This design comes from an exercise in tuning for small area and a short achievable clock period on the open sky130 flow, not from production work.
Where RTL was checked, it was by simulation tests only, not by an equivalence proof against the original.
Function not checked in runs 1, 2 and 5 to 7: the RTL went through the layout flow alone.
Power is estimated from default activity; no workload was simulated.

[design.v]
module ledsr_core (
    input  wire       clk,
    input  wire       rst,         
    input  wire       en,          
    input  wire       wr_en,       
    input  wire [7:0] wr_addr,     
    input  wire [7:0] wr_data,
    input  wire       start,       
    output reg        busy,
    output reg        pin_data,
    output reg        pin_clk,
    output reg        pin_stb
);
    reg [1535:0] fr;
    reg [23:0] wq_grp_n;
    reg [7:0]  wq_lane_n, wq_data;
    integer wi;
    always @(posedge clk) begin
        for (wi = 0; wi < 24; wi = wi + 1)
            wq_grp_n[wi] <= !((wr_addr[4:3] != 2'd3) &&
                              ({2'd0, wr_addr[7:5]} * 5'd3 + {3'd0, wr_addr[4:3]} == wi));
        for (wi = 0; wi < 8; wi = wi + 1)
            wq_lane_n[wi] <= !(wr_en && (wr_addr[2:0] == wi));
        wq_data <= wr_data;
    end
    genvar gl, gc, gn;
    generate
        for (gl = 0; gl < 8; gl = gl + 1) begin : g_led
            for (gc = 0; gc < 3; gc = gc + 1) begin : g_chan
                for (gn = 0; gn < 8; gn = gn + 1) begin : g_lane
                    wire sel = !(wq_grp_n[gl * 3 + gc] || wq_lane_n[gn]);
                    always @(posedge clk)
                        if (sel)
                            fr[((gl * 3 + gc) * 8 + gn) * 8 +: 8] <= wq_data;
                end
            end
        end
    endgenerate
    reg [2:0] led_i;
    reg [1:0] chan_k;
    reg [2:0] plane_p;
    reg [7:0] rd_led, rd_plane;
    reg [1:0] rd_k;
    integer ri;
    always @(posedge clk) begin
        for (ri = 0; ri < 8; ri = ri + 1) begin
            rd_led[ri]   <= (led_i == ri);
            rd_plane[ri] <= (plane_p == ri);
        end
        rd_k <= chan_k;
    end
    reg [7:0] part_r, part_g, part_b;    
    reg [1:0] k_d;
    generate
        for (gn = 0; gn < 8; gn = gn + 1) begin : g_rd
            wire [7:0] br, bg, bb;       
            for (gl = 0; gl < 8; gl = gl + 1) begin : g_rl
                assign br[gl] = |(fr[((gl * 3 + 0) * 8 + gn) * 8 +: 8] & rd_plane);
                assign bg[gl] = |(fr[((gl * 3 + 1) * 8 + gn) * 8 +: 8] & rd_plane);
                assign bb[gl] = |(fr[((gl * 3 + 2) * 8 + gn) * 8 +: 8] & rd_plane);
            end
            always @(posedge clk) begin
                part_r[gn] <= |(br & rd_led);
                part_g[gn] <= |(bg & rd_led);
                part_b[gn] <= |(bb & rd_led);
            end
        end
    endgenerate
    wire [7:0] sel_part = (k_d == 2'd0) ? part_g :
                          (k_d == 2'd1) ? part_r : part_b;
    wire [7:0] word_d;
    generate
        for (gn = 0; gn < 8; gn = gn + 1) begin : g_wd
            assign word_d[7 - gn] = sel_part[gn];
        end
    endgenerate
    reg [7:0] fifo_mem [0:7];
    reg [2:0] fifo_wp, fifo_rp;
    reg [3:0] fifo_count;
    reg       push_d, push_d2;
    reg [2:0] wp_d, wp_d2;
    wire fifo_full  = fifo_count[3];
    wire fifo_empty = (fifo_count == 4'd0);
    reg        feeding, settling;
    reg [12:0] lfsr;
    localparam [12:0] LFSR_SEED = 13'h0001;
    localparam [12:0] LFSR_END  = 13'h1113;  
    wire [12:0] lfsr_next = {lfsr[11:0], lfsr[12] ^ lfsr[3] ^ lfsr[2] ^ lfsr[0]};
    wire push      = feeding && !fifo_full;
    wire last_word = (led_i == 3'd7) && (chan_k == 2'd2) && (plane_p == 3'd0);
    always @(posedge clk) begin
        k_d <= rd_k;
        if (rst) begin
            busy     <= 1'b0;
            feeding  <= 1'b0;
            settling <= 1'b0;
            led_i    <= 3'd0;
            chan_k   <= 2'd0;
            plane_p  <= 3'd7;
        end else if (!feeding && !settling) begin
            if (start) begin
                busy    <= 1'b1;
                feeding <= 1'b1;
                led_i   <= 3'd0;
                chan_k  <= 2'd0;
                plane_p <= 3'd7;
            end
        end else if (feeding) begin
            if (push) begin
                if (last_word) begin
                    feeding  <= 1'b0;
                    settling <= 1'b1;
                    lfsr     <= LFSR_SEED;
                end else if (plane_p != 3'd0) begin
                    plane_p <= plane_p - 3'd1;
                end else begin
                    plane_p <= 3'd7;
                    if (chan_k != 2'd2) begin
                        chan_k <= chan_k + 2'd1;
                    end else begin
                        chan_k <= 2'd0;
                        led_i  <= led_i + 3'd1;
                    end
                end
            end
        end else begin
            if (lfsr == LFSR_END) begin
                busy     <= 1'b0;
                settling <= 1'b0;
            end else
                lfsr <= lfsr_next;
        end
    end
    localparam [2:0] ST_HEADER = 3'd0, ST_PULL = 3'd1,
                     ST_LOOP0  = 3'd2, ST_LOOP1 = 3'd3, ST_LOOP2 = 3'd4;
    reg [2:0] st;
    reg [2:0] cnt;
    reg       ph;
    reg [7:0] osr;
    reg       pop_d, pop_d2;
    reg [2:0] rp_d, rp_d2;
    wire pop = en && (st == ST_PULL) && !fifo_empty;
    integer j;
    always @(posedge clk) begin
        push_d  <= push && !rst;
        wp_d    <= fifo_wp;
        push_d2 <= push_d;
        wp_d2   <= wp_d;
        if (push_d2)
            fifo_mem[wp_d2] <= word_d;
        pop_d  <= pop && !rst;
        rp_d   <= fifo_rp;
        pop_d2 <= pop_d;
        rp_d2  <= rp_d;
        if (pop_d2)
            osr <= fifo_mem[rp_d2];
        if (rst) begin
            fifo_wp    <= 3'd0;
            fifo_rp    <= 3'd0;
            fifo_count <= 4'd0;
        end else begin
            if (push)
                fifo_wp <= fifo_wp + 3'd1;
            if (pop)
                fifo_rp <= fifo_rp + 3'd1;
            if (push && !pop)
                fifo_count <= fifo_count + 4'd1;
            else if (pop && !push)
                fifo_count <= fifo_count - 4'd1;
        end
    end
    always @(posedge clk) begin
        if (rst) begin
            st       <= ST_HEADER;
            cnt      <= 3'd0;
            ph       <= 1'b0;
            pin_data <= 1'b0;
            pin_clk  <= 1'b0;
            pin_stb  <= 1'b0;
        end else if (en) begin
            case (st)
                ST_HEADER: begin
                    pin_data <= 1'b1;
                    pin_clk  <= 1'b0;
                    pin_stb  <= 1'b1;
                    st       <= ST_PULL;
                end
                ST_PULL: begin
                    if (!fifo_empty) begin
                        cnt <= 3'd0;
                        ph  <= 1'b0;
                        st  <= ST_LOOP0;
                    end
                end
                ST_LOOP0, ST_LOOP1, ST_LOOP2: begin
                    if (!ph) begin
                        if (st == ST_LOOP0)
                            pin_data <= 1'b1;
                        else if (st == ST_LOOP1)
                            pin_data <= osr[~cnt];
                        else
                            pin_data <= 1'b0;
                        pin_clk <= 1'b0;
                        pin_stb <= 1'b0;
                        ph      <= 1'b1;
                    end else begin
                        pin_clk <= 1'b1;
                        ph      <= 1'b0;
                        cnt     <= cnt + 3'd1;
                        if (cnt == 3'd7)
                            st <= (st == ST_LOOP0) ? ST_LOOP1 :
                                  (st == ST_LOOP1) ? ST_LOOP2 : ST_HEADER;
                    end
                end
                default: st <= ST_HEADER;
            endcase
        end
    end
endmodule
[config.mk]
export PLATFORM = sky130hd
export DESIGN_NAME = ledsr_core
export DESIGN_NICKNAME = ledsr_core
export VERILOG_FILES = /design/flow/design.v
export SDC_FILE = /design/flow/constraint.sdc
export NUM_CORES = 4
export LEC_CHECK = 0
export CAP_MARGIN = 20
export CORE_MARGIN = 2
export CORE_UTILIZATION = 60
export CTS_BUF_LIST = sky130_fd_sc_hd__clkbuf_8 sky130_fd_sc_hd__clkbuf_16
export CTS_CLUSTER_DIAMETER = 80
export CTS_CLUSTER_SIZE = 25
export PLACE_DENSITY = 0.7
export SETUP_SLACK_MARGIN = 4.35
export SLEW_MARGIN = 20
[run.sh]
#!/bin/bash
# synth_recipe.tcl (not shown) runs the flow's synth.tcl, then flattens the netlist and writes it again
# the make line also repeats each setting of config.mk as NAME=value (left out here)
make -C /OpenROAD-flow-scripts/flow DESIGN_CONFIG=/design/flow/config.mk WORK_HOME=/design/flow/orfs CLKGATE_MAP_FILE= SYNTH_SCRIPT=/design/flow/synth_recipe.tcl finish
[constraint.sdc]
create_clock -name core_clock -period 7.0 [get_ports {clk}]
set_input_delay 1.4000 -clock core_clock [delete_from_list [all_inputs] [get_ports {clk}]]
set_output_delay 1.4000 -clock core_clock [all_outputs]
set_load 0.01 [all_outputs]
==> results of run 1 <==
[metrics by stage]
stage          setup slack (ps)  instance area [um^2]
4_1_cts                    4270                 67400
3_5_place_dp               2970                 65000
2_1_floorplan              3730                 63300
3_3_place_gp               2980                 65000
6_report                   4290                 67400
5_1_grt                    4190                 67400
[per-layer routing]
| layer | up-vias | wire length [um] |
|---|---|---|
| met3 | 309 | 18900 |
| met2 | 2203 | 75500 |
| met1 | 17900 | 58000 |
| li1 | 14600 | - |
| met4 | 0 | 5520 |
| met5 | - | 0 |
[power by group through the flow]
stage | clock network (mW) | registers [mW] | logic [mW]
after floorplan | 0 | 11.9 | 0.433
after CTS | 5.26 | 11.7 | 0.736
final | 5.22 | 11.7 | 0.744
after global routing | 5.62 | 11.7 | 0.800
after detailed placement | 0 | 11.9 | 0.722
after global placement | 0 | 11.9 | 0.703
[cells by family (layout without fill, tap and decap cells)]
logic type,count (synthesis),in the layout,share of synthesized area
fa+ha+maj,26,26,0.00550
simple gates,576,576,0.0466
mux,41,41,0.0103
xor+xnor,9,9,0.00125
flops,1752,1752,0.811
compound gates,932,932,0.109
other cells,0,2,0
buf+inv,260,246,0.0156
[synthesized netlist by cell type (all sizes together), types with 10 or more instances]
master and number:
mux2 11, ha 23, a22oi 864, nor2b 31, nand4 219, clkbuf 203
nand3 10, mux4 18, dfxtp 131, nor2 222, a21oi 26, edfxtp 1621
o21ai 21, buf 38, inv 18, nand2 50, mux2i 12
[flip-flops by register name, summed over array words and instances, names as in the netlist, 13 cells and up]
| name | flops |
|---|---|
| fifo_mem | 64 |
| lfsr | 13 |
| wq_grp_n | 24 |
| fr | 1536 |
[what timing repair did]
action,in CTS,in global routing
hold endpoints to repair,0,0
resized for setup,54,11
setup endpoints to repair,31,37
buffers inserted,6,1
pin swaps,9,9
[worst max path at each step]
stage	startpoint	endpoint	slack, ps	cells past startpoint
detailed placement	wr_addr[5]	wq_grp_n[19]	2970	10
floorplan	wr_addr[5]	wq_grp_n[19]	3730	9
global route	wr_addr[6]	wq_grp_n[19]	4190	10
finish	wr_addr[6]	wq_grp_n[23]	4290	10
global placement	wr_addr[5]	wq_grp_n[19]	2980	10
CTS	wr_addr[5]	wq_grp_n[23]	4270	10
[worst max-delay path: cells and delay by family]
kind | cells | cell delay [ps]
XOR/XNOR | 1 | 200
buffers and inverters | 3 | 150
AND/OR/NAND/NOR | 3 | 480
adder cells (fa/ha/maj) | 3 | 1060
[cells in the final DEF (no fill, tap or decap), types with 4 or more instances in the layout]
cell             instances
nor3_1                   4
nand2b_1                 5
inv_1                   66
dfxtp_2                  8
buf_12                  10
clkdlybuf4s50_1         15
inv_6                    4
mux2i_1                 12
nand3_1                  8
mux4_2                  18
dfxtp_1                107
ha_1                    19
or3_1                    4
a21oi_1                 25
buf_2                    4
xor2_1                   5
buf_4                   48
and2_1                   8
a22oi_1                864
mux2_2                  11
edfxtp_1              1621
nor2b_1                 28
nand2_1                 50
o21ai_0                 18
nor2_1                 221
dfxtp_4                 16
clkbuf_16               83
nand4_1                218
[area by class of cell]
class,count,area (um^2),area share
Clock inverter,59,254,0.00377
Timing Repair Buffer,84,808,0.0120
Clock buffer,84,2090,0.0310
Inverter,19,87.6,0.00130
Sequential cell,1752,51400,0.762
Antenna cell,2,5.00,0.0000742
Tap cell,1391,1740,0.0258
Multi-Input combinational cell,1584,11100,0.164
==> results_dict.tcl, run 1 <==
set metrics [dict create \
    status "complete, no violations" \
    hold_path_depth 0 \
    die_h_um 329 \
    min_period_over_period 0.387 \
    synth_area_mm2 0.0632 \
    clockPowerShare 0.296 \
    utilization 0.642 \
    seqPwrFrac 0.662 \
    crit_required_ps 7580 \
    cts_tree "built" \
    reg2reg_slack_ps 4430 \
    tightestPinTransition_ps 1140 \
    drc 0 \
    num_io_pins 25 \
    die_w_um 329 \
    port_buffers 24 \
    synth_cell_types 54 \
    yosys_warnings 1 \
    htreeDepth 3 \
    gp_congestion 0.746 \
    swShare 0.210 \
    power_switching_mw 3.71 \
    routed_wl_mm 158 \
    max-cap-violations 0 \
    critical_path_class "in2reg" \
    dr.pass1.iters 7 \
    clock_skew_ps 35.7 \
    hold_viol 0 \
    slew-limit-headroom 0.238 \
    drive_above_1_share 0.0684 \
    top_usage_layer "met2" \
    initial_core_util 0.602 \
    num_vias 34900 \
    regToRegStartpoint "rd_plane[5]" \
    ant_nets 0 \
    synthToLayoutAreaGrowth_pct 6.63 \
    reg2reg_depth 5 \
    dp_hpwl_mm 76.3 \
    synth_edf_count 1621 \
    via_per_inst 7.02 \
    syn_inst 3596 \
    cts-root-buf "clkbuf_16" \
    clockBufferDepth 3 \
    first_iter_violations 4653 \
    timing.fmax_ghz 0.369 \
    avgSynthCellArea_um2 17.6 \
    gr-usage-met2 0.470 \
    dieArea_mm2 0.108 \
    overflow 0 \
    dp_cells 4822 \
    gr-usage-met3 0.0517 \
    nFillCells 6978 \
    worst-path-max-fanout 4 \
    finalSetupViolCount 0 \
    clock-sinks 1752 \
    fin_crit_ps 2710 \
    powerDensity_mw_per_mm2 262 \
    ys_ff_latch 1752 \
    critPathMaxStageDelay_ps 560 \
    tns_ps 0 \
    drv_slew 0 \
    core-area_mm2 0.105 \
    ys_seq_area_frac 0.811 \
    p_leak_nw 20.3 \
    rows 119 \
    async_reset_ff_frac 0 \
    rsz0062_at_grt "yes" \
    total_power_mw 17.7 \
    wl_per_cell_um 31.7 \
    hold_path_class "reg2reg" \
    synth_top_area_frac 0.770 \
    holdBufCountCts 0 \
    synthTopCellsByArea "edfxtp_1, a22oi_1, dfxtp_1, nand4_1, nor2_1" \
    synth_largest_area_cell "edfxtp_1" \
    hold_ws_ps 329 \
    cpMaxStageDelayCell "fa_2" \
    antenna_found_initial 3 \
    pwr-share-comb 0.042 \
    path_common_cell "fa_2" \
    path_cells "buf_8, inv_4, fa_2, inv_2, ha_4, fa_2, xnor2_2, and2_4, and3b_2, nand3_2" \
    nNetsFinal 3568 \
    peakVddDrop_mv 0.234 \
    clock_latency_ps 700 \
    grt_use_total 0.292 \
    startpoint_type "input port" \
    synth_fp_nets 3643 \
    numCtsBuffers 80 \
    endpoint_kind "flop" \
    grt_max_degree 151 \
    min_from "rd_k[1]" \
    hold_path_end "k_d[1]" \
    crit_arrival_ps 3300 \
    grt_pass1_wl_mm 230 \
    fin_cells 4975 \
    first_global_vias 34900 \
    internal_power_mw 13.9 \
    synth_flop_cell "edfxtp_1" \
    grt_use_met1 0.409 \
    r2r-end "part_r[2]" \
    clk_pin_slew_worst_paths_ps 100 \
]
==> run 2: changes to the inputs <==
--- a/design.v
+++ b/design.v
@@ -17,8 +17,7 @@
     integer wi;
     always @(posedge clk) begin
         for (wi = 0; wi < 24; wi = wi + 1)
-            wq_grp_n[wi] <= !((wr_addr[4:3] != 2'd3) &&
-                              ({2'd0, wr_addr[7:5]} * 5'd3 + {3'd0, wr_addr[4:3]} == wi));
+            wq_grp_n[wi] <= !((wr_addr[7:5] == wi / 3) && (wr_addr[4:3] == wi % 3));
         for (wi = 0; wi < 8; wi = wi + 1)
             wq_lane_n[wi] <= !(wr_en && (wr_addr[2:0] == wi));
         wq_data <= wr_data;
@@ -39,13 +38,18 @@
     reg [2:0] led_i;
     reg [1:0] chan_k;
     reg [2:0] plane_p;
-    reg [7:0] rd_led, rd_plane;
+    reg [2:0] plane_c0, plane_c1, plane_c2, plane_c3;
+    reg [7:0] rd_led;
+    reg [7:0] rd_plane [0:3];    
     reg [1:0] rd_k;
     integer ri;
     always @(posedge clk) begin
         for (ri = 0; ri < 8; ri = ri + 1) begin
-            rd_led[ri]   <= (led_i == ri);
-            rd_plane[ri] <= (plane_p == ri);
+            rd_led[ri]      <= (led_i == ri);
+            rd_plane[0][ri] <= (plane_c0 == ri);
+            rd_plane[1][ri] <= (plane_c1 == ri);
+            rd_plane[2][ri] <= (plane_c2 == ri);
+            rd_plane[3][ri] <= (plane_c3 == ri);
         end
         rd_k <= chan_k;
     end
@@ -55,9 +59,9 @@
         for (gn = 0; gn < 8; gn = gn + 1) begin : g_rd
             wire [7:0] br, bg, bb;       
             for (gl = 0; gl < 8; gl = gl + 1) begin : g_rl
-                assign br[gl] = |(fr[((gl * 3 + 0) * 8 + gn) * 8 +: 8] & rd_plane);
-                assign bg[gl] = |(fr[((gl * 3 + 1) * 8 + gn) * 8 +: 8] & rd_plane);
-                assign bb[gl] = |(fr[((gl * 3 + 2) * 8 + gn) * 8 +: 8] & rd_plane);
+                assign br[gl] = |(fr[((gl * 3 + 0) * 8 + gn) * 8 +: 8] & rd_plane[gn / 2]);
+                assign bg[gl] = |(fr[((gl * 3 + 1) * 8 + gn) * 8 +: 8] & rd_plane[gn / 2]);
+                assign bb[gl] = |(fr[((gl * 3 + 2) * 8 + gn) * 8 +: 8] & rd_plane[gn / 2]);
             end
             always @(posedge clk) begin
                 part_r[gn] <= |(br & rd_led);
@@ -79,6 +83,8 @@
     reg [3:0] fifo_count;
     reg       push_d, push_d2;
     reg [2:0] wp_d, wp_d2;
+    wire [3:0] count_inc = fifo_count + 4'd1;
+    wire [3:0] count_dec = fifo_count - 4'd1;
     wire fifo_full  = fifo_count[3];
     wire fifo_empty = (fifo_count == 4'd0);
     reg        feeding, settling;
@@ -101,9 +107,13 @@
             if (start) begin
                 busy    <= 1'b1;
                 feeding <= 1'b1;
-                led_i   <= 3'd0;
-                chan_k  <= 2'd0;
-                plane_p <= 3'd7;
+                led_i    <= 3'd0;
+                chan_k   <= 2'd0;
+                plane_p  <= 3'd7;
+                plane_c0 <= 3'd7;
+                plane_c1 <= 3'd7;
+                plane_c2 <= 3'd7;
+                plane_c3 <= 3'd7;
             end
         end else if (feeding) begin
             if (push) begin
@@ -112,9 +122,17 @@
                     settling <= 1'b1;
                     lfsr     <= LFSR_SEED;
                 end else if (plane_p != 3'd0) begin
-                    plane_p <= plane_p - 3'd1;
+                    plane_p  <= plane_p - 3'd1;
+                    plane_c0 <= plane_c0 - 3'd1;
+                    plane_c1 <= plane_c1 - 3'd1;
+                    plane_c2 <= plane_c2 - 3'd1;
+                    plane_c3 <= plane_c3 - 3'd1;
                 end else begin
-                    plane_p <= 3'd7;
+                    plane_p  <= 3'd7;
+                    plane_c0 <= 3'd7;
+                    plane_c1 <= 3'd7;
+                    plane_c2 <= 3'd7;
+                    plane_c3 <= 3'd7;
                     if (chan_k != 2'd2) begin
                         chan_k <= chan_k + 2'd1;
                     end else begin
@@ -163,10 +181,8 @@
                 fifo_wp <= fifo_wp + 3'd1;
             if (pop)
                 fifo_rp <= fifo_rp + 3'd1;
-            if (push && !pop)
-                fifo_count <= fifo_count + 4'd1;
-            else if (pop && !push)
-                fifo_count <= fifo_count - 4'd1;
+            if (push != pop)
+                fifo_count <= push ? count_inc : count_dec;
         end
     end
     always @(posedge clk) begin
--- a/config.mk
+++ b/config.mk
@@ -12,5 +12,5 @@
 export CTS_CLUSTER_DIAMETER = 80
 export CTS_CLUSTER_SIZE = 25
 export PLACE_DENSITY = 0.7
-export SETUP_SLACK_MARGIN = 4.35
+export SETUP_SLACK_MARGIN = 4.45
 export SLEW_MARGIN = 20
==> run 2 against run 1 <==
  * Power rose by 1.4%
  * Clock skew increased by 0.97 ps
  * Cell area increased by 1.6%
  * Critical endpoint is now pin_clk
  * Count of clock-buffer cells in the layout is 1 higher
  * Final cell count increased by 2.0%
==> results_dict.tcl, run 2 <==
set metrics [dict create \
    status "complete, no violations" \
    num_vias 35300 \
    clock-sinks 1788 \
    first_global_vias 34700 \
    pwr-share-comb 0.041 \
    async_reset_ff_frac 0 \
    regMostFlops "fr" \
    tns_ps 0 \
    clk_pin_slew_worst_paths_ps 100 \
    ys_ff_latch 1788 \
    hold_viol 0 \
    hold_ws_ps 335 \
    nNetsFinal 3666 \
    synth_area_mm2 0.0643 \
    cpMaxStageDelayCell "dfxtp_2" \
    seqPwrFrac 0.661 \
    synth_cell_types 52 \
    clockPowerShare 0.297 \
    critical_path_buf_inv_count 1 \
    path_cells "buf_6" \
    clock_skew_ps 36.7 \
    largest_register_ffs 1536 \
    internal_power_mw 14.2 \
    fin_cells 5076 \
    dieArea_mm2 0.110 \
    endpoint_kind "primary output" \
    hold_path_class "reg2reg" \
    crit_required_ps 5600 \
    drv_slew 0 \
    reg2reg_slack_ps 4600 \
    rows 120 \
    crit_arrival_ps 1150 \
    gp_congestion 0.762 \
    yosys_warnings 2 \
    critPathMaxStageDelay_ps 360 \
    synth_edf_count 1633 \
    reg2reg_depth 7 \
    overflow 0 \
    final_cell_mix "edfxtp_1, a22oi_1, nor2_1, nand4_1, dfxtp_1" \
    via_per_inst 6.95 \
    clockBufferDepth 3 \
    final_common_cell "edfxtp_1" \
    hold_path_depth 0 \
    dr.pass1.iters 6 \
    core-area_mm2 0.107 \
    port_buffers 24 \
    clock_latency_ps 690 \
    antenna_found_initial 5 \
    synth_largest_area_cell "edfxtp_1" \
    fin_crit_ps 2550 \
    initial_core_util 0.602 \
    dp_hpwl_mm 74.4 \
    peakVddDrop_mv 0.196 \
    first_iter_violations 4527 \
    timing.fmax_ghz 0.392 \
    min_period_over_period 0.364 \
    grt_max_degree 159 \
    cts_tree "built" \
    path_depth 1 \
    num_io_pins 25 \
    synthToLayoutAreaGrowth_pct 6.55 \
    netlist_top_cells_count "edfxtp_1, a22oi_1, nor2_1" \
    slew-limit-headroom 0.170 \
    synth_top_area_frac 0.762 \
    nFillCells 7028 \
    critical_path_class "reg2out" \
    reg.largest.list "fr: 1536 flops, fifo_mem: 64 flops, rd_plane: 32 flops" \
    dp_cells 4925 \
    swShare 0.209 \
    tightestPinTransition_ps 1240 \
    antennaDiodeCount 0 \
    synthTopCellsByArea "edfxtp_1, a22oi_1, dfxtp_1, nand4_1, nor2_1" \
    htreeDepth 3 \
    max-cap-violations 0 \
    grt_use_total 0.285 \
    ys_seq_area_frac 0.811 \
    syn_inst 3673 \
    wl_per_cell_um 31.1 \
    holdBufCountCts 0 \
    avgSynthCellArea_um2 17.5 \
    rsz0062_at_grt "yes" \
    power_switching_mw 3.74 \
    powerDensity_mw_per_mm2 261 \
    path_delay_family "flip-flops" \
    p_leak_nw 20.8 \
    seq_area_mm2 0.0522 \
    ant_nets 0 \
    numCtsBuffers 82 \
    worst-path-max-fanout 2 \
    cts-root-buf "clkbuf_16" \
    startpoint_type "flop" \
    die_h_um 331 \
    synth_flop_cell "edfxtp_1" \
    grt_pass1_wl_mm 229 \
    yosysMostFrequentCell "edfxtp_1" \
    multi_input_area_mm2 0.0112 \
    die_w_um 331 \
    finalSetupViolCount 0 \
    drive_above_1_share 0.0694 \
    routed_wl_mm 158 \
    synth_fp_nets 3729 \
    drc 0 \
]
-- run 2: path summary, 6_finish.rpt --
| check | start | end |
|---|---|---|
| worst max-delay path | pin_clk | pin_clk |
| worst min register to register | rp_d[1] | rp_d2[1] |
| worst min-delay path | rp_d[1] | rp_d2[1] |
| worst max register to register | feeding | fifo_count[3] |
-- run 2: final cells by class --
type,count,share of cell area
flip-flops and latches,1788,0.762
multi-input cells,1630,0.164
clock buffers,85,0.0310
well taps,1403,0.0256
repair buffers,90,0.0120
clock inverters,62,0.00398
inverters,18,0.000986
-- run 2: cells by family after synthesis --
kind of cell / count (synthesis) / synth area share
AOI/OAI and AO/OA: 917 / 0.106
xor gates and xnor gates: 13 / 0.00177
adders and majority gates: 35 / 0.00693
buffers and inverters: 255 / 0.0150
DFF: 1788 / 0.811
muxes: 41 / 0.0100
and+or+nand+nor: 624 / 0.0497
-- run 2: what timing repair did --
item                       CTS  global route
resized for setup           26             8
setup buffers                3             1
pin swaps                    0             0
setup endpoints to repair   28            36
-- run 2: power by group through the flow --
stage	sequential, mW	combinational, mW	clock, mW
floorplan	12.1	0.388	0
global placement	12.1	0.712	0
detailed placement	12.1	0.722	0
CTS	11.8	0.731	5.38
global route	11.9	0.789	5.74
finish	11.8	0.738	5.33
-- run 2: through the flow --
stage	total power, mW	instance area [um^2]	setup WS, ps	utilization
2_1_floorplan	12.5	64300	4500	-
3_3_place_gp	12.8	66000	3740	0.619
3_5_place_dp	12.8	66000	3690	0.619
4_1_cts	18.0	68500	4250	0.642
5_1_grt	18.4	68500	4400	0.642
6_report	17.9	68500	4450	0.642
-- run 2: per-layer routing --
metal	global-route usage	share of wire
met5	0	0.00011
met4	0.0892	0.031
met3	0.0500	0.12
met2	0.455	0.47
met1	0.406	0.38
==> run 3: changes to the inputs <==
--- a/design.v
+++ b/design.v
@@ -88,65 +88,66 @@
     wire fifo_full  = fifo_count[3];
     wire fifo_empty = (fifo_count == 4'd0);
     reg        feeding, settling;
-    reg [12:0] lfsr;
-    localparam [12:0] LFSR_SEED = 13'h0001;
-    localparam [12:0] LFSR_END  = 13'h1113;  
-    wire [12:0] lfsr_next = {lfsr[11:0], lfsr[12] ^ lfsr[3] ^ lfsr[2] ^ lfsr[0]};
-    wire push      = feeding && !fifo_full;
-    wire last_word = (led_i == 3'd7) && (chan_k == 2'd2) && (plane_p == 3'd0);
+    reg [4:0]  settle_hi;
+    wire push     = feeding && !fifo_full;
+    wire pos_last = (led_i == 3'd7) && (chan_k == 2'd2) && (plane_p == 3'd0);
+    wire settle_done = (settle_hi == 5'd28) && (led_i == 3'd5) &&
+                       (chan_k == 2'd0) && (plane_p == 3'd4);
+    wire advance  = push || settling;
     always @(posedge clk) begin
         k_d <= rd_k;
         if (rst) begin
             busy     <= 1'b0;
             feeding  <= 1'b0;
             settling <= 1'b0;
+        end else if (!feeding && !settling) begin
+            if (start) begin
+                busy     <= 1'b1;
+                feeding  <= 1'b1;
+            end
+        end else begin
+            if (push && pos_last) begin
+                feeding   <= 1'b0;
+                settling  <= 1'b1;
+                settle_hi <= 5'd0;
+            end
+            if (settling) begin
+                if (settle_done) begin
+                    busy     <= 1'b0;
+                    settling <= 1'b0;
+                end
+                if (pos_last)
+                    settle_hi <= settle_hi + 5'd1;
+            end
+        end
+        if (!feeding && !settling) begin
             led_i    <= 3'd0;
             chan_k   <= 2'd0;
             plane_p  <= 3'd7;
-        end else if (!feeding && !settling) begin
-            if (start) begin
-                busy    <= 1'b1;
-                feeding <= 1'b1;
-                led_i    <= 3'd0;
-                chan_k   <= 2'd0;
+            plane_c0 <= 3'd7;
+            plane_c1 <= 3'd7;
+            plane_c2 <= 3'd7;
+            plane_c3 <= 3'd7;
+        end else if (advance) begin
+            if (plane_p != 3'd0) begin
+                plane_p  <= plane_p - 3'd1;
+                plane_c0 <= plane_c0 - 3'd1;
+                plane_c1 <= plane_c1 - 3'd1;
+                plane_c2 <= plane_c2 - 3'd1;
+                plane_c3 <= plane_c3 - 3'd1;
+            end else begin
                 plane_p  <= 3'd7;
                 plane_c0 <= 3'd7;
                 plane_c1 <= 3'd7;
                 plane_c2 <= 3'd7;
                 plane_c3 <= 3'd7;
-            end
-        end else if (feeding) begin
-            if (push) begin
-                if (last_word) begin
-                    feeding  <= 1'b0;
-                    settling <= 1'b1;
-                    lfsr     <= LFSR_SEED;
-                end else if (plane_p != 3'd0) begin
-                    plane_p  <= plane_p - 3'd1;
-                    plane_c0 <= plane_c0 - 3'd1;
-                    plane_c1 <= plane_c1 - 3'd1;
-                    plane_c2 <= plane_c2 - 3'd1;
-                    plane_c3 <= plane_c3 - 3'd1;
+                if (chan_k != 2'd2) begin
+                    chan_k <= chan_k + 2'd1;
                 end else begin
-                    plane_p  <= 3'd7;
-                    plane_c0 <= 3'd7;
-                    plane_c1 <= 3'd7;
-                    plane_c2 <= 3'd7;
-                    plane_c3 <= 3'd7;
-                    if (chan_k != 2'd2) begin
-                        chan_k <= chan_k + 2'd1;
-                    end else begin
-                        chan_k <= 2'd0;
-                        led_i  <= led_i + 3'd1;
-                    end
-                end
-            end
-        end else begin
-            if (lfsr == LFSR_END) begin
-                busy     <= 1'b0;
-                settling <= 1'b0;
-            end else
-                lfsr <= lfsr_next;
+                    chan_k <= 2'd0;
+                    led_i  <= led_i + 3'd1;
+                end
+            end
         end
     end
     localparam [2:0] ST_HEADER = 3'd0, ST_PULL = 3'd1,
--- a/config.mk
+++ b/config.mk
@@ -12,5 +12,5 @@
 export CTS_CLUSTER_DIAMETER = 80
 export CTS_CLUSTER_SIZE = 25
 export PLACE_DENSITY = 0.7
-export SETUP_SLACK_MARGIN = 4.45
+export SETUP_SLACK_MARGIN = 4.5
 export SLEW_MARGIN = 20
==> run 3 against run 2 <==
  * Synthesized area fell by 0.33%
  * Hold slack is essentially flat
  * Fmax is 1.2% higher
  * Cell area is 0.21% lower
  * Critical path type unchanged
  * Critical endpoint is now busy
  * Largest cell class unchanged
  * Highest routed layer unchanged
==> results_dict.tcl, run 3 <==
set metrics [dict create \
    antenna_found_initial 7 \
    synth_top_family_by_area "compound AO/OA/AOI/OAI gates" \
    regToRegStartpoint "k_d[0]" \
    p_leak_nw 20.8 \
    endpoint "busy" \
    core-area_mm2 0.106 \
    endpoint_kind "primary output" \
    netlist_top_cells_count "edfxtp_1, a22oi_1, nand4_1" \
    via_per_inst 7.02 \
    timing.fmax_ghz 0.397 \
    drive_above_1_share 0.0746 \
    tightestPinTransition_ps 1260 \
    die_w_um 331 \
    first_iter_violations 5024 \
    grt_max_degree 155 \
    grt_use_total 0.297 \
    critPathMaxStageDelay_ps 330 \
    overflow 0 \
    seq_area_mm2 0.0519 \
    r2r-end "fifo_mem[7][5]" \
    rsz0062_at_grt "yes" \
    wl_per_cell_um 31.9 \
    multi_input_area_mm2 0.0114 \
    synth_xor_area_frac 0.00219 \
    status "complete, no violations" \
    powerDensity_mw_per_mm2 262 \
    worst-path-max-fanout 2 \
    peakVddDrop_mv 0.178 \
    htreeDepth 3 \
    synth_edf_count 1613 \
    clockBufferDepth 3 \
    rows 119 \
    yosys_warnings 2 \
    slew-limit-headroom 0.159 \
    startpoint "busy" \
    clock-sinks 1780 \
    die_h_um 331 \
    synthToLayoutAreaGrowth_pct 6.68 \
    num_io_pins 25 \
    synth_top_area_frac 0.756 \
    clk_pin_slew_worst_paths_ps 100 \
    final_common_cell "edfxtp_1" \
    routed_wl_mm 162 \
    regMostFlops "fr" \
    synth_flop_cell "edfxtp_1" \
    layout_setup_ws_ps 4480 \
    ant_nets 0 \
    synthMuxAreaShare 0.00964 \
    nNetsFinal 3693 \
    cts_tree "built" \
    ys_ff_latch 1780 \
    nFillCells 6944 \
    critical_path_class "reg2out" \
    crit_required_ps 5600 \
    drv_slew 0 \
    synth_largest_area_cell "edfxtp_1" \
    cpMaxStageDelayCell "dfxtp_2" \
    first_global_vias 35400 \
    num_vias 35800 \
    synthSimpleGateAreaFrac 0.0488 \
    syn_inst 3684 \
    path_depth 1 \
    min_period_over_period 0.360 \
    dp_hpwl_mm 77.3 \
    grt_pass1_wl_mm 234 \
    hold_path_class "reg2reg" \
    drc 0 \
    synth_adder_area_share 0.00734 \
    fin_cells 5091 \
    ys_seq_area_frac 0.808 \
    final_cell_mix "edfxtp_1, a22oi_1, nand4_1, nor2_1, dfxtp_1" \
    cts-root-buf "clkbuf_16" \
    path_cells "buf_6" \
    synth_compound_area_frac 0.109 \
    hold_viol 0 \
    synth_area_mm2 0.0641 \
    largest_register_ffs 1536 \
    initial_core_util 0.607 \
    pre_cts_ws_ps 3760 \
    hold_path_depth 0 \
    clock_latency_ps 700 \
    reg.largest.list "fr: 1536 flops, fifo_mem: 64 flops, rd_plane: 32 flops" \
    dieArea_mm2 0.109 \
    async_reset_ff_frac 0 \
    reg2reg_slack_ps 4580 \
    crit_arrival_ps 1120 \
    tns_ps 0 \
    synthTopCellsByArea "edfxtp_1, a22oi_1, dfxtp_1, nand4_1, nor2_1" \
    synth_cell_types 60 \
    path_delay_family "flip-flops" \
    max-cap-violations 0 \
    reg2reg_depth 2 \
    antennaDiodeCount 0 \
    clock_skew_ps 29.2 \
    numCtsBuffers 83 \
    holdBufCountCts 0 \
    startpoint_type "flop" \
    port_buffers 24 \
    dr.pass1.iters 6 \
    dp_cells 4937 \
    synth_fp_nets 3742 \
    avgSynthCellArea_um2 17.4 \
    fin_crit_ps 2520 \
    critical_path_buf_inv_count 1 \
    gp_congestion 0.788 \
    yosysMostFrequentCell "edfxtp_1" \
    finalSetupViolCount 0 \
]
[run 3: worst reg2reg max path: stages (launching register included)]
cell,delay (ps)
dfxtp_1,1020
mux2i_1,330
o21ai_0,760
[run 3: cell type report]
type	instances	area share
Sequential cell	1780	0.759
Multi-Input combinational cell	1646	0.166
Inverter	19	0.00104
Tap cell	1391	0.0255
Clock buffer	85	0.0311
Clock inverter	65	0.00463
Timing Repair Buffer	105	0.0131
[run 3: stage by stage]
stage / util / hold WS, ps / power, mW / area, um^2
CTS: 0.648 / 342 / 17.9 / 68400
global placement: 0.624 / 314 / 12.7 / 65900
global route: 0.648 / 351 / 18.4 / 68400
floorplan: - / 310 / 12.4 / 64100
detailed placement: 0.624 / 312 / 12.7 / 65900
finish: 0.648 / 335 / 17.9 / 68400
[run 3: cell families after synthesis]
group	after synthesis
AOI/OAI and AO/OA	943
xor gates and xnor gates	16
adders and majority gates	37
buffers and inverters	258
DFF	1780
muxes	38
and+or+nand+nor	612
[run 3: power by group]
group | switching (mW) | total, mW | internal [mW]
logic | 0.514 | 0.732 | 0.218
clock network | 3.14 | 5.39 | 2.25
registers | 0.125 | 11.8 | 11.6
total | 3.78 | 17.9 | 14.1
[run 3: timing repair]
item / in CTS / in global routing
setup endpoints to repair: 13 / 13
buffers inserted: 4 / 0
resized for setup: 26 / 3
[run 3: worst min-delay path by stage]
stage,start,end
CTS,rp_d[0],rp_d2[0]
floorplan,rd_k[0],k_d[0]
detailed placement,rp_d[2],rp_d2[2]
finish,rp_d[0],rp_d2[0]
global route,rp_d[0],rp_d2[0]
global placement,rd_k[1],k_d[1]
[run 3: per-layer routing]
layer / part of all wire / up-vias / track usage
met5: 0.00022 / - / 0
met3: 0.12 / 304 / 0.0583
li1: - / 14900 / -
met4: 0.032 / 6 / 0.0966
met1: 0.37 / 18300 / 0.416
met2: 0.48 / 2288 / 0.475
==> run 4: changes to the inputs <==
--- a/config.mk
+++ b/config.mk
@@ -7,10 +7,10 @@
 export LEC_CHECK = 0
 export CAP_MARGIN = 20
 export CORE_MARGIN = 2
-export CORE_UTILIZATION = 60
+export CORE_UTILIZATION = 72
 export CTS_BUF_LIST = sky130_fd_sc_hd__clkbuf_8 sky130_fd_sc_hd__clkbuf_16
 export CTS_CLUSTER_DIAMETER = 80
 export CTS_CLUSTER_SIZE = 25
-export PLACE_DENSITY = 0.7
+export PLACE_DENSITY = 0.8
 export SETUP_SLACK_MARGIN = 4.5
 export SLEW_MARGIN = 20
==> run 4 against run 3 <==
  * Synthesized cell count is the same
  * Core utilization up 12 points
  * Highest routed layer is now met4
  * Power shrank 0.80%
  * Flip-flop and latch count is the same
  * Register-to-register slack improved by 50 ps
  * Still clean on timing, DRC and antenna
  * Critical endpoint is now pin_stb
  * Final cell count down 4.7%
  * Die area down 16%
  * Wire length is 2.8% lower
  * Sequential share of layout area is 0.48 points higher
==> results_dict.tcl, run 4 <==
set metrics [dict create \
    peakVddDrop_mv 0.297 \
    min_from "wp_d[2]" \
    critical_path_buf_inv_count 1 \
    via_per_inst 7.49 \
    first_global_vias 36000 \
    finalSetupViolCount 0 \
    rows 109 \
    critical_path_class "reg2out" \
    rsz0062_at_grt "yes" \
    final_common_cell "edfxtp_1" \
    num_io_pins 25 \
    clockPowerShare 0.296 \
    clock-sinks 1780 \
    holdBufCountCts 0 \
    path_delay_family "flip-flops" \
    overflow 0 \
    die_w_um 302 \
    regToRegStartpoint "wq_data[6]" \
    reg2reg_slack_ps 4630 \
    first_iter_violations 5601 \
    largest_register_ffs 1536 \
    min_period_over_period 0.359 \
    tns_ps 0 \
    grt_use_met1 0.483 \
    crit_arrival_ps 1110 \
    tightestPinTransition_ps 1240 \
    reg.largest.list "fr: 1536 flops, fifo_mem: 64 flops, rd_plane: 32 flops" \
    drive_above_1_share 0.0692 \
    syn_inst 3684 \
    synth_area_mm2 0.0641 \
    drc 0 \
    clock_skew_ps 30.9 \
    clockBufferDepth 3 \
    drv_slew 0 \
    yosys_warnings 2 \
    gr-usage-met2 0.550 \
    avgSynthCellArea_um2 17.4 \
    htreeDepth 3 \
    timing.fmax_ghz 0.398 \
    yosysMostFrequentCell "edfxtp_1" \
    top_usage_layer "met2" \
    dr.pass1.iters 6 \
    synth_flop_cell "edfxtp_1" \
    max-cap-violations 0 \
    hold_path_class "reg2reg" \
    ant_nets 0 \
    fin_crit_ps 2510 \
    powerDensity_mw_per_mm2 261 \
    seqPwrFrac 0.663 \
    reg2reg_depth 2 \
    grt_max_degree 157 \
    nNetsFinal 3679 \
    grt_pass1_wl_mm 230 \
    grt_use_total 0.347 \
    layout_setup_ws_ps 4490 \
    numCtsBuffers 81 \
    async_reset_ff_frac 0 \
    dieArea_mm2 0.0914 \
    clock_latency_ps 690 \
    synth_edf_count 1613 \
    total_power_mw 17.8 \
    gp_congestion 0.808 \
    die_h_um 302 \
    cts-root-buf "clkbuf_16" \
    synth_top_area_frac 0.756 \
    regMostFlops "fr" \
    crit_required_ps 5600 \
    port_buffers 24 \
    power_switching_mw 3.71 \
    path_cells "buf_6" \
    cpMaxStageDelayCell "dfxtp_2" \
    status "complete, no violations" \
    cts_tree "built" \
    r2r-end "fr[1318]" \
    ys_ff_latch 1780 \
    slew-limit-headroom 0.172 \
    synth_largest_area_cell "edfxtp_1" \
    synthTopCellsByArea "edfxtp_1, a22oi_1, dfxtp_1, nand4_1, nor2_1" \
    worst-path-max-fanout 2 \
    synth_cell_types 60 \
    netlist_top_cells_count "edfxtp_1, a22oi_1, nand4_1" \
    antenna_found_initial 2 \
    pre_cts_ws_ps 3710 \
    hold_viol 0 \
    ys_seq_area_frac 0.808 \
    wl_per_cell_um 32.5 \
    p_leak_nw 20.8 \
    initial_core_util 0.726 \
    synthToLayoutAreaGrowth_pct 5.99 \
    num_vias 36300 \
    final_cell_mix "edfxtp_1, a22oi_1, nand4_1, nor2_1, dfxtp_1" \
    critPathMaxStageDelay_ps 340 \
    hold_path_end "wp_d2[2]" \
    dp_hpwl_mm 76.8 \
    core-area_mm2 0.0882 \
    gr-usage-met3 0.0791 \
    synth_fp_nets 3742 \
    endpoint_kind "primary output" \
    clk_pin_slew_worst_paths_ps 100 \
    hold_path_depth 0 \
    swShare 0.209 \
    pwr-share-comb 0.041 \
    startpoint_type "flop" \
    routed_wl_mm 158 \
    internal_power_mw 14.0 \
]
-- run 4: cell counts after synthesis --
Identical to the previous run, type by type.
-- run 4: layout make-up --
class                           instances  area [um^2]
Multi-Input combinational cell       1646        11300
Clock inverter                         62          298
Timing Repair Buffer                   93          835
Tap cell                             1165         1460
Clock buffer                           83         2070
Sequential cell                      1780        51900
Antenna cell                            5         12.5
Inverter                               19         71.3
Fill cell                            4591        20300
-- run 4: cells by family (layout without fill, tap and decap cells) --
kind of cell / count (synthesis) / in the layout / share of synthesized area
flip-flops: 1780 / 1780 / 0.808
AO/OA/AOI/OAI: 943 / 943 / 0.109
AND/OR/NAND/NOR: 612 / 612 / 0.0488
buffers and inverters: 258 / 257 / 0.0153
multiplexers: 38 / 38 / 0.00964
adder cells (fa/ha/maj): 37 / 37 / 0.00734
XOR/XNOR: 16 / 16 / 0.00219
other: 0 / 5 / 0
-- run 4: worst register-to-register path, stage by stage (launching register included) --
cell,delay [ps]
dfxtp_4,820
buf_4,730
buf_6,520
-- run 4: per-layer routing --
layer	share of wire	routed length, um
met5	0	0
met4	0.037	5880
met3	0.15	23300
met2	0.48	75300
met1	0.34	53200
-- run 4: worst max path at each step --
stage	from	end	slack (ps)	cells after the start
floorplan	en	fifo_count[3]	4590	4
global placement	en	fifo_count[3]	3710	5
detailed placement	en	fifo_count[3]	3710	5
CTS	pin_stb	pin_stb	4460	1
global route	pin_data	pin_data	4450	1
finish	pin_stb	pin_stb	4490	1
-- run 4: power groups by stage --
stage                     registers, mW  clock network, mW  logic (mW)
after floorplan                    12.0                  0       0.390
after global placement             12.0                  0       0.690
after detailed placement           12.0                  0       0.709
after CTS                          11.8               5.26       0.716
after global routing               11.8               5.61       0.776
final                              11.8               5.25       0.734
-- run 4: timing repair --
item                                    CTS  global route
buffers inserted                          3             1
endpoints found under the setup margin    5            60
resized for setup                        26             3
pin swaps                                 0             0
-- run 4: through the flow --
step | instances | hold slack [ps] | util | cell area (um^2)
after global placement | 4699 | 318 | 0.742 | 65500
final | 4853 | 330 | 0.770 | 67900
after floorplan | 3684 | 310 | - | 64100
after CTS | 4847 | 329 | 0.770 | 67900
after detailed placement | 4699 | 319 | 0.742 | 65500
after global routing | 4848 | 340 | 0.770 | 67900
==> run 5: changes to the inputs <==
--- a/design.v
+++ b/design.v
@@ -38,9 +38,9 @@
     reg [2:0] led_i;
     reg [1:0] chan_k;
     reg [2:0] plane_p;
-    reg [2:0] plane_c0, plane_c1, plane_c2, plane_c3;
+    reg [2:0] plane_c0, plane_c1;
     reg [7:0] rd_led;
-    reg [7:0] rd_plane [0:3];    
+    reg [7:0] rd_plane [0:1];    
     reg [1:0] rd_k;
     integer ri;
     always @(posedge clk) begin
@@ -48,8 +48,6 @@
             rd_led[ri]      <= (led_i == ri);
             rd_plane[0][ri] <= (plane_c0 == ri);
             rd_plane[1][ri] <= (plane_c1 == ri);
-            rd_plane[2][ri] <= (plane_c2 == ri);
-            rd_plane[3][ri] <= (plane_c3 == ri);
         end
         rd_k <= chan_k;
     end
@@ -59,9 +57,9 @@
         for (gn = 0; gn < 8; gn = gn + 1) begin : g_rd
             wire [7:0] br, bg, bb;       
             for (gl = 0; gl < 8; gl = gl + 1) begin : g_rl
-                assign br[gl] = |(fr[((gl * 3 + 0) * 8 + gn) * 8 +: 8] & rd_plane[gn / 2]);
-                assign bg[gl] = |(fr[((gl * 3 + 1) * 8 + gn) * 8 +: 8] & rd_plane[gn / 2]);
-                assign bb[gl] = |(fr[((gl * 3 + 2) * 8 + gn) * 8 +: 8] & rd_plane[gn / 2]);
+                assign br[gl] = |(fr[((gl * 3 + 0) * 8 + gn) * 8 +: 8] & rd_plane[gn / 4]);
+                assign bg[gl] = |(fr[((gl * 3 + 1) * 8 + gn) * 8 +: 8] & rd_plane[gn / 4]);
+                assign bb[gl] = |(fr[((gl * 3 + 2) * 8 + gn) * 8 +: 8] & rd_plane[gn / 4]);
             end
             always @(posedge clk) begin
                 part_r[gn] <= |(br & rd_led);
@@ -126,21 +124,15 @@
             plane_p  <= 3'd7;
             plane_c0 <= 3'd7;
             plane_c1 <= 3'd7;
-            plane_c2 <= 3'd7;
-            plane_c3 <= 3'd7;
         end else if (advance) begin
             if (plane_p != 3'd0) begin
                 plane_p  <= plane_p - 3'd1;
                 plane_c0 <= plane_c0 - 3'd1;
                 plane_c1 <= plane_c1 - 3'd1;
-                plane_c2 <= plane_c2 - 3'd1;
-                plane_c3 <= plane_c3 - 3'd1;
             end else begin
                 plane_p  <= 3'd7;
                 plane_c0 <= 3'd7;
                 plane_c1 <= 3'd7;
-                plane_c2 <= 3'd7;
-                plane_c3 <= 3'd7;
                 if (chan_k != 2'd2) begin
                     chan_k <= chan_k + 2'd1;
                 end else begin
--- a/config.mk
+++ b/config.mk
@@ -9,8 +9,8 @@
 export CORE_MARGIN = 2
 export CORE_UTILIZATION = 72
 export CTS_BUF_LIST = sky130_fd_sc_hd__clkbuf_8 sky130_fd_sc_hd__clkbuf_16
-export CTS_CLUSTER_DIAMETER = 80
-export CTS_CLUSTER_SIZE = 25
+export CTS_CLUSTER_DIAMETER = 90
+export CTS_CLUSTER_SIZE = 30
 export PLACE_DENSITY = 0.8
 export SETUP_SLACK_MARGIN = 4.5
 export SLEW_MARGIN = 20
==> run 5 against run 4 <==
  * Final cell count is 2.6% lower
  * Synthesized area shrank 1.1%
  * Die area is 1.1% lower
  * Clock skew decreased by 3.4 ps
==> results_dict.tcl, run 5 <==
set metrics [dict create \
    hold_ws_ps 334 \
    ant_nets 0 \
    rows 108 \
    core-area_mm2 0.0870 \
    utilization 0.767 \
    hold_path_class "reg2reg" \
    yosysMostFrequentCell "edfxtp_1" \
    via_per_inst 7.53 \
    slew-limit-headroom 0.180 \
    num_vias 35600 \
    syn_inst 3628 \
    reg.largest.list "fr: 1536 flops, fifo_mem: 64 flops, wq_grp_n: 24 flops" \
    synth_top_area_frac 0.764 \
    peakVddDrop_mv 0.306 \
    clockPowerShare 0.282 \
    ys_seq_area_frac 0.810 \
    clockBufferDepth 3 \
    endpoint_kind "primary output" \
    grt_use_total 0.343 \
    critical_path_buf_inv_count 1 \
    final_common_cell "edfxtp_1" \
    largest_register_ffs 1536 \
    synth_area_mm2 0.0634 \
    routed_wl_mm 154 \
    die_w_um 301 \
    clock-sinks 1758 \
    clk_pin_slew_worst_paths_ps 110 \
    gp_congestion 0.771 \
    synth_largest_area_cell "edfxtp_1" \
    worst-path-max-fanout 2 \
    drc 0 \
    clock_latency_ps 680 \
    nNetsFinal 3567 \
    avgSynthCellArea_um2 17.5 \
    startpoint_type "flop" \
    dieArea_mm2 0.0905 \
    swShare 0.207 \
    rsz0062_at_grt "yes" \
    port_buffers 24 \
    final_cell_mix "edfxtp_1, a22oi_1, nand4_1, nor2_1, dfxtp_1" \
    critical_path_class "reg2out" \
    cts_tree "built" \
    nFillCells 4594 \
    regToRegStartpoint "rd_plane[1][7]" \
    clock_skew_ps 27.4 \
    internal_power_mw 13.6 \
    htreeDepth 3 \
    synth_fp_nets 3676 \
    ys_ff_latch 1758 \
    synthTopCellsByArea "edfxtp_1, a22oi_1, dfxtp_1, nand4_1, nor2_1" \
    path_cells "buf_6" \
    max-cap-violations 0 \
    num_io_pins 25 \
    numCtsBuffers 69 \
    seqPwrFrac 0.682 \
    antenna_found_initial 4 \
    fin_crit_ps 2520 \
    tns_ps 0 \
    min_from "rd_k[1]" \
    async_reset_ff_frac 0 \
    synth_cell_types 61 \
    timing.fmax_ghz 0.397 \
    regMostFlops "fr" \
    initial_core_util 0.729 \
    path_delay_family "flip-flops" \
    drive_above_1_share 0.0574 \
    pwr-share-comb 0.035 \
    synth_flop_cell "edfxtp_1" \
    wl_per_cell_um 32.6 \
    first_global_vias 35200 \
    holdBufCountCts 0 \
    critPathMaxStageDelay_ps 360 \
    crit_required_ps 5600 \
    drv_slew 0 \
    hold_viol 0 \
    first_iter_violations 5727 \
    grt_pass1_wl_mm 225 \
    netlist_top_cells_count "edfxtp_1, a22oi_1, nand4_1" \
    status "complete, no violations" \
    cpMaxStageDelayCell "dfxtp_2" \
    dr.pass1.iters 8 \
    grt_max_degree 169 \
    synth_edf_count 1613 \
    synthToLayoutAreaGrowth_pct 5.20 \
    die_h_um 301 \
    dp_hpwl_mm 76.0 \
    power_switching_mw 3.55 \
    finalSetupViolCount 0 \
    cts-root-buf "clkbuf_16" \
    tightestPinTransition_ps 1230 \
    p_leak_nw 20.1 \
    startpoint "busy" \
    powerDensity_mw_per_mm2 257 \
    yosys_warnings 2 \
    overflow 0 \
    crit_arrival_ps 1120 \
    min_period_over_period 0.360 \
]
[run 5: cell count changes after synthesis, sizes merged, moves of 10 or more]
cell    previous run  this run
o21ai             28        18
ha                36        26
nor2b             30        20
buf               57        89
clkbuf           182       165
dfxtp            167       145
[run 5: routing by layer]
layer / track usage / wire (um) / vias to the layer above
li1: - / - / 14600
met1: 0.483 / 53300 / 17700
met5: 0 / 41 / -
met4: 0.128 / 6110 / 6
met3: 0.0674 / 21600 / 413
met2: 0.545 / 73200 / 2876
[run 5: cell families after synthesis]
kind of cell               share of synthesized area
AOI/OAI and AO/OA                              0.109
buffers and inverters                         0.0165
and+or+nand+nor                               0.0476
muxes                                         0.0103
xor gates and xnor gates                     0.00166
DFF                                            0.810
adders and majority gates                    0.00545
[run 5: worst paths after layout]
check	end	slack, ps	cells after the start
max reg2reg	part_r[5]	4510	5
min	k_d[1]	330	0
max	busy	4480	1
min reg2reg	k_d[1]	330	0
[run 5: timing repair]
| action | CTS | global route |
|---|---|---|
| endpoints found under the setup margin | 11 | 67 |
| hold endpoints to repair | 0 | 0 |
| setup buffers | 3 | 1 |
| gates resized for setup | 26 | 13 |
[run 5: final cells by class]
| type | instances | area, um^2 | share of cell area |
|---|---|---|---|
| Sequential cell | 1758 | 51400 | 0.771 |
| Multi-Input combinational cell | 1601 | 11000 | 0.165 |
| Clock buffer | 70 | 1750 | 0.0263 |
| Tap cell | 1155 | 1450 | 0.0217 |
| Timing Repair Buffer | 74 | 722 | 0.0108 |
| Clock inverter | 52 | 263 | 0.00394 |
| Inverter | 15 | 56.3 | 0.000844 |
| Antenna cell | 2 | 5.00 | 0.0000750 |
[run 5: power by group through the flow]
stage               logic (mW)  clock network (mW)  registers [mW]
finish                   0.608                4.83            11.7
global route             0.651                5.15            11.7
CTS                      0.598                4.82            11.7
detailed placement       0.593                   0            11.9
global placement         0.578                   0            11.9
floorplan                0.360                   0            11.8
[run 5: metrics by stage]
stage          std cells  setup WS (ps)  power, mW  cell area (um^2)
3_3_place_gp        4599           3710       12.5             64600
5_1_grt             4725           4450       17.5             66700
3_5_place_dp        4599           3700       12.5             64600
2_1_floorplan       3628           4590       12.2             63400
4_1_cts             4724           4450       17.1             66600
6_report            4727           4480       17.1             66700
==> run 6: changes to the inputs <==
--- a/design.v
+++ b/design.v
@@ -12,16 +12,24 @@
     output reg        pin_stb
 );
     reg [1535:0] fr;
-    reg [23:0] wq_grp_n;
-    reg [7:0]  wq_lane_n, wq_data;
-    integer wi;
-    always @(posedge clk) begin
-        for (wi = 0; wi < 24; wi = wi + 1)
-            wq_grp_n[wi] <= !((wr_addr[7:5] == wi / 3) && (wr_addr[4:3] == wi % 3));
-        for (wi = 0; wi < 8; wi = wi + 1)
-            wq_lane_n[wi] <= !(wr_en && (wr_addr[2:0] == wi));
+    reg       wq_en;
+    reg [7:0] wq_addr, wq_data;
+    always @(posedge clk) begin
+        wq_en   <= wr_en;
+        wq_addr <= wr_addr;
         wq_data <= wr_data;
     end
+    wire [23:0] wq_grp_n;
+    wire [7:0]  wq_lane_n;
+    genvar gi;
+    generate
+        for (gi = 0; gi < 24; gi = gi + 1) begin : g_wgrp
+            assign wq_grp_n[gi] = !((wq_addr[7:5] == gi / 3) && (wq_addr[4:3] == gi % 3));
+        end
+        for (gi = 0; gi < 8; gi = gi + 1) begin : g_wlane
+            assign wq_lane_n[gi] = !(wq_en && (wq_addr[2:0] == gi));
+        end
+    endgenerate
     genvar gl, gc, gn;
     generate
         for (gl = 0; gl < 8; gl = gl + 1) begin : g_led
@@ -77,10 +85,9 @@
         end
     endgenerate
     reg [7:0] fifo_mem [0:7];
-    reg [2:0] fifo_wp, fifo_rp;
     reg [3:0] fifo_count;
     reg       push_d, push_d2;
-    reg [2:0] wp_d, wp_d2;
+    reg [2:0] wp_dat;        
     wire [3:0] count_inc = fifo_count + 4'd1;
     wire [3:0] count_dec = fifo_count - 4'd1;
     wire fifo_full  = fifo_count[3];
@@ -149,31 +156,30 @@
     reg       ph;
     reg [7:0] osr;
     reg       pop_d, pop_d2;
-    reg [2:0] rp_d, rp_d2;
+    reg [2:0] rp_dat;        
     wire pop = en && (st == ST_PULL) && !fifo_empty;
     integer j;
     always @(posedge clk) begin
         push_d  <= push && !rst;
-        wp_d    <= fifo_wp;
-        push_d2 <= push_d;
-        wp_d2   <= wp_d;
+        push_d2 <= push_d && !rst;
         if (push_d2)
-            fifo_mem[wp_d2] <= word_d;
+            fifo_mem[wp_dat] <= word_d;
         pop_d  <= pop && !rst;
-        rp_d   <= fifo_rp;
-        pop_d2 <= pop_d;
-        rp_d2  <= rp_d;
+        pop_d2 <= pop_d && !rst;
         if (pop_d2)
-            osr <= fifo_mem[rp_d2];
-        if (rst) begin
-            fifo_wp    <= 3'd0;
-            fifo_rp    <= 3'd0;
+            osr <= fifo_mem[rp_dat];
+        if (rst) begin
+            wp_dat <= 3'd0;
+            rp_dat <= 3'd0;
+        end else begin
+            if (push_d2)
+                wp_dat <= wp_dat + 3'd1;
+            if (pop_d2)
+                rp_dat <= rp_dat + 3'd1;
+        end
+        if (rst) begin
             fifo_count <= 4'd0;
         end else begin
-            if (push)
-                fifo_wp <= fifo_wp + 3'd1;
-            if (pop)
-                fifo_rp <= fifo_rp + 3'd1;
             if (push != pop)
                 fifo_count <= push ? count_inc : count_dec;
         end
==> run 6 against run 5 <==
  * Critical path type is now reg2reg
  * Flip-flop and latch count shrank 35
  * Die area shrank 1.2%
  * Register-to-register slack lost 410 ps
  * Cell area shrank 0.52%
  * Count of clock-buffer cells in the layout is the same
  * Global-route usage shrank 0.38 points
==> results_dict.tcl, run 6 <==
set metrics [dict create \
    die_h_um 299 \
    synth_largest_area_cell "edfxtp_1" \
    holdBufCountCts 0 \
    critPathMaxStageDelay_ps 790 \
    num_io_pins 25 \
    routed_wl_mm 152 \
    grt_use_total 0.339 \
    seqPwrFrac 0.677 \
    crit_arrival_ps 3210 \
    dr.pass1.iters 6 \
    tns_ps 0 \
    final_cell_mix "edfxtp_1, a22oi_1, nand4_1, nor2_2, dfxtp_1" \
    power_switching_mw 3.56 \
    nNetsFinal 3532 \
    synth_cell_types 60 \
    dieArea_mm2 0.0893 \
    p_leak_nw 19.8 \
    overflow 0 \
    clockPowerShare 0.280 \
    ys_ff_latch 1723 \
    drc 0 \
    num_vias 35200 \
    critical_path_buf_inv_count 0 \
    rsz0062_at_grt "yes" \
    startpoint_type "flop" \
    nFillCells 4522 \
    clock_latency_ps 670 \
    internal_power_mw 13.4 \
    synth_top_area_frac 0.774 \
    cts-root-buf "clkbuf_16" \
    finalSetupViolCount 0 \
    first_iter_violations 5767 \
    regMostFlops "fr" \
    clockBufferDepth 3 \
    status "complete, no violations" \
    pwr-share-comb 0.043 \
    worst-path-max-fanout 8 \
    async_reset_ff_frac 0 \
    hold_path_class "reg2reg" \
    seq_area_mm2 0.0507 \
    slew-limit-headroom 0.238 \
    path_cells "nor3b_1, nand2_1, nor2_1" \
    ant_nets 0 \
    hold_viol 0 \
    multi_input_area_mm2 0.0114 \
    syn_inst 3566 \
    clock_skew_ps 32.4 \
    core-area_mm2 0.0865 \
    cts_tree "built" \
    powerDensity_mw_per_mm2 255 \
    synth_flop_cell "edfxtp_1" \
    tightestPinTransition_ps 1140 \
    first_global_vias 34900 \
    gp_congestion 0.763 \
    ys_seq_area_frac 0.809 \
    via_per_inst 7.52 \
    critical_path_class "reg2reg" \
    peakVddDrop_mv 0.290 \
    path_delay_family "simple AND/OR/NAND/NOR gates" \
    cpMaxStageDelayCell "nand2_1" \
    layout_setup_ws_ps 4100 \
    synth_area_mm2 0.0626 \
    clk_pin_slew_worst_paths_ps 110 \
    yosysMostFrequentCell "edfxtp_1" \
    timing.fmax_ghz 0.345 \
    grt_max_degree 161 \
    yosys_warnings 2 \
    rows 108 \
    htreeDepth 3 \
    die_w_um 299 \
    final_common_cell "edfxtp_1" \
    netlist_top_cells_count "edfxtp_1, a22oi_1, nand4_1" \
    port_buffers 24 \
    drv_slew 0 \
    endpoint_kind "flop" \
    pre_cts_ws_ps 3960 \
    antennaDiodeCount 0 \
    grt_pass1_wl_mm 222 \
    largest_register_ffs 1536 \
    wl_per_cell_um 32.5 \
    clock-sinks 1723 \
    initial_core_util 0.724 \
    reg.largest.list "fr: 1536 flops, fifo_mem: 64 flops, rd_plane: 16 flops" \
    antenna_found_initial 2 \
    synth_fp_nets 3614 \
    drive_above_1_share 0.102 \
    synth_edf_count 1613 \
    avgSynthCellArea_um2 17.6 \
    swShare 0.210 \
    min_period_over_period 0.415 \
    crit_required_ps 7310 \
    dp_hpwl_mm 74.3 \
    max-cap-violations 0 \
    synthTopCellsByArea "edfxtp_1, a22oi_1, dfxtp_1, nand4_1, nor2_1" \
    synthToLayoutAreaGrowth_pct 6.00 \
    fin_crit_ps 2900 \
    numCtsBuffers 67 \
]
-- run 6: layout make-up --
cell class	count	share of cell area
repair buffers	77	0.0109
multi-input cells	1600	0.172
clock buffers	70	0.0264
well taps	1155	0.0218
clock inverters	44	0.00326
flip-flops and latches	1723	0.764
inverters	15	0.000848
-- run 6: metrics by stage --
step	cell area, um^2	hold WS, ps	power [mW]	std cells	util
finish	66400	341	17.0	4684	0.767
global route	66400	348	17.3	4684	0.767
CTS	66100	344	16.9	4681	0.765
detailed placement	63900	321	12.4	4565	0.739
global placement	63900	316	12.4	4565	0.739
floorplan	62600	310	12.1	3566	-
-- run 6: worst paths after layout --
kind	to	startpoint	cells after the start	slack [ps]
worst max register to register	fr[518]	wq_addr[6]	3	4100
worst max-delay path	fr[518]	wq_addr[6]	3	4100
worst min register to register	k_d[0]	rd_k[0]	0	340
worst min-delay path	k_d[0]	rd_k[0]	0	340
-- run 6: power by group through the flow --
stage	clock network, mW	logic, mW	registers (mW)
6_report	4.75	0.725	11.5
2_1_floorplan	0	0.418	11.6
5_1_grt	5.09	0.771	11.5
3_5_place_dp	0	0.695	11.7
3_3_place_gp	0	0.676	11.7
4_1_cts	4.74	0.705	11.5
-- run 6: worst register-to-register path: stages (launching register included) --
cell     delay [ps]
dfxtp_1         470
nor3b_1         540
nand2_1         790
nor2_1          750
-- run 6: per-layer routing --
metal	track usage	up-vias	routed length, um
met5	0	-	0
met4	0.121	0	5330
met3	0.0752	352	21800
met2	0.540	2827	73400
met1	0.474	17600	51800
li1	-	14500	-
-- run 6: kinds of logic (layout without fill, tap and decap cells) --
kind of cell | count (synthesis) | in the layout | synth area share
flip-flops | 1723 | 1723 | 0.809
AO/OA/AOI/OAI | 933 | 933 | 0.110
AND/OR/NAND/NOR | 589 | 589 | 0.0483
buffers and inverters | 243 | 206 | 0.0154
multiplexers | 40 | 40 | 0.0102
adder cells (fa/ha/maj) | 27 | 27 | 0.00552
XOR/XNOR | 11 | 11 | 0.00154
-- run 6: timing repair --
item,in CTS,in global routing
pin swaps,0,0
gates resized for setup,106,78
setup buffers,2,3
setup endpoints to repair,931,1338
==> run 7: changes to the inputs <==
--- a/config.mk
+++ b/config.mk
@@ -13,4 +13,4 @@
 export CTS_CLUSTER_SIZE = 30
 export PLACE_DENSITY = 0.8
 export SETUP_SLACK_MARGIN = 4.5
-export SLEW_MARGIN = 20
+export SLEW_MARGIN = 60
==> run 7 against run 6 <==
  * Cell area rose by 2.5%
  * Final cell count increased by 1.1%
  * Fmax up 15%
  * Synthesized area unchanged
  * Critical path type is now reg2out
  * Critical endpoint is now busy
==> results_dict.tcl, run 7 <==
set metrics [dict create \
    synth_fp_nets 3614 \
    path_delay_family "flip-flops" \
    port_buffers 24 \
    synth_largest_area_cell "edfxtp_1" \
    synth_cell_types 60 \
    synth_flop_cell "edfxtp_1" \
    netlist_top_cells_count "edfxtp_1, a22oi_1, nand4_1" \
    fin_cells 4734 \
    cts_tree "built" \
    reg2reg_slack_ps 4620 \
    p_leak_nw 20.5 \
    nFillCells 4268 \
    min_period_over_period 0.360 \
    hold_path_depth 0 \
    critPathMaxStageDelay_ps 340 \
    path_cells "buf_6" \
    powerDensity_mw_per_mm2 251 \
    syn_inst 3566 \
    final_cell_mix "edfxtp_1, a22oi_1, nand4_1, nor2_2, dfxtp_1" \
    ys_seq_area_frac 0.809 \
    critical_path_class "reg2out" \
    nNetsFinal 3582 \
    hold_viol 0 \
    total_power_mw 17.1 \
    clk_pin_slew_worst_paths_ps 110 \
    num_vias 35600 \
    timing.fmax_ghz 0.397 \
    grt_use_total 0.349 \
    rows 108 \
    regToRegStartpoint "wq_addr[7]" \
    reg.largest.list "fr: 1536 flops, fifo_mem: 64 flops, rd_plane: 16 flops" \
    synthTopCellsByArea "edfxtp_1, a22oi_1, dfxtp_1, nand4_1, nor2_1" \
    overflow 0 \
    cts-root-buf "clkbuf_16" \
    drive_above_1_share 0.139 \
    ant_nets 0 \
    dr_wl_met2_mm 73.7 \
    endpoint_kind "primary output" \
    drv_slew 0 \
    final_cell_area_mm2 0.0680 \
    worst-path-max-fanout 2 \
    dp_hpwl_mm 82.9 \
    regMostFlops "fr" \
    startpoint_type "flop" \
    die_h_um 299 \
    grt_pass1_wl_mm 228 \
    synthToLayoutAreaGrowth_pct 8.64 \
    first_iter_violations 6108 \
    seq_area_mm2 0.0507 \
    grt_max_degree 68 \
    async_reset_ff_frac 0 \
    dr.pass1.iters 6 \
    dp_cells 4614 \
    peakVddDrop_mv 0.288 \
    clock-sinks 1723 \
    synth_top_area_frac 0.774 \
    wl_per_cell_um 32.8 \
    first_global_vias 35600 \
    numCtsBuffers 67 \
    status "complete, no violations" \
    clock_skew_ps 25.1 \
    hold_path_class "reg2reg" \
    met3WireLength_mm 23.3 \
    yosys_warnings 2 \
    slew-limit-headroom 0.586 \
    critical_path_buf_inv_count 1 \
    antenna_found_initial 0 \
    ys_ff_latch 1723 \
    drc 0 \
    place_area_mm2 0.0655 \
    min_from "rd_k[0]" \
]
## run 7: worst max path at each step
stage,startpoint,to,slack [ps],cells after the start
after floorplan,rst,settle_hi[0],4590,3
final,busy,busy,4480,1
after global placement,en,fifo_count[2],3980,5
after global routing,busy,busy,4450,1
after CTS,wq_addr[5],fr[376],4430,3
after detailed placement,en,fifo_count[0],3970,5
## run 7: area by class of cell
class                   count  share of cell area
flip-flops and latches   1723               0.746
multi-input cells        1600               0.173
repair buffers            127              0.0307
clock buffers              69              0.0254
well taps                1155              0.0212
clock inverters            44             0.00322
inverters                  15            0.000828
diodes                      1           0.0000368
## run 7: power by group
part / switching [mW] / internal [mW]
combinational: 0.623 / 0.293
clock: 2.91 / 1.84
sequential: 0.0891 / 11.3
total: 3.62 / 13.4
## run 7: per-layer routing
metal | global-route usage | up-vias
li1 | - | 14500
met1 | 0.488 | 17600
met2 | 0.548 | 3102
met3 | 0.0803 | 390
met4 | 0.139 | 0
met5 | 0 | -
## run 7: logic make-up after synthesis
family          synth area share
mux                       0.0102
fa+ha+maj                0.00552
compound gates             0.110
simple gates              0.0483
buf+inv                   0.0154
flops                      0.809
xor+xnor                 0.00154
## run 7: what timing repair did
| action | CTS | global route |
|---|---|---|
| hold buffers | 0 | 0 |
| endpoints found under the setup margin | 108 | 5 |
| pin swaps | 0 | 0 |
| gates resized for setup | 30 | 2 |
| buffers inserted | 2 | 0 |
## run 7: through the flow
| stage | utilization | hold WS, ps | worst slack (ps) |
|---|---|---|---|
| floorplan | - | 310 | 4590 |
| global placement | 0.739 | 316 | 3980 |
| detailed placement | 0.757 | 321 | 3970 |
| CTS | 0.780 | 346 | 4430 |
| global route | 0.787 | 348 | 4450 |
| finish | 0.787 | 343 | 4480 |

Setup slack of run 7, layout unchanged: 4.482 ns with ideal ports, 4.410 ns with driving cells assumed (clock clkbuf_16, inputs buf_2), 3.882 ns with port delays also shifted by the 0.735 ns mid clock arrival.
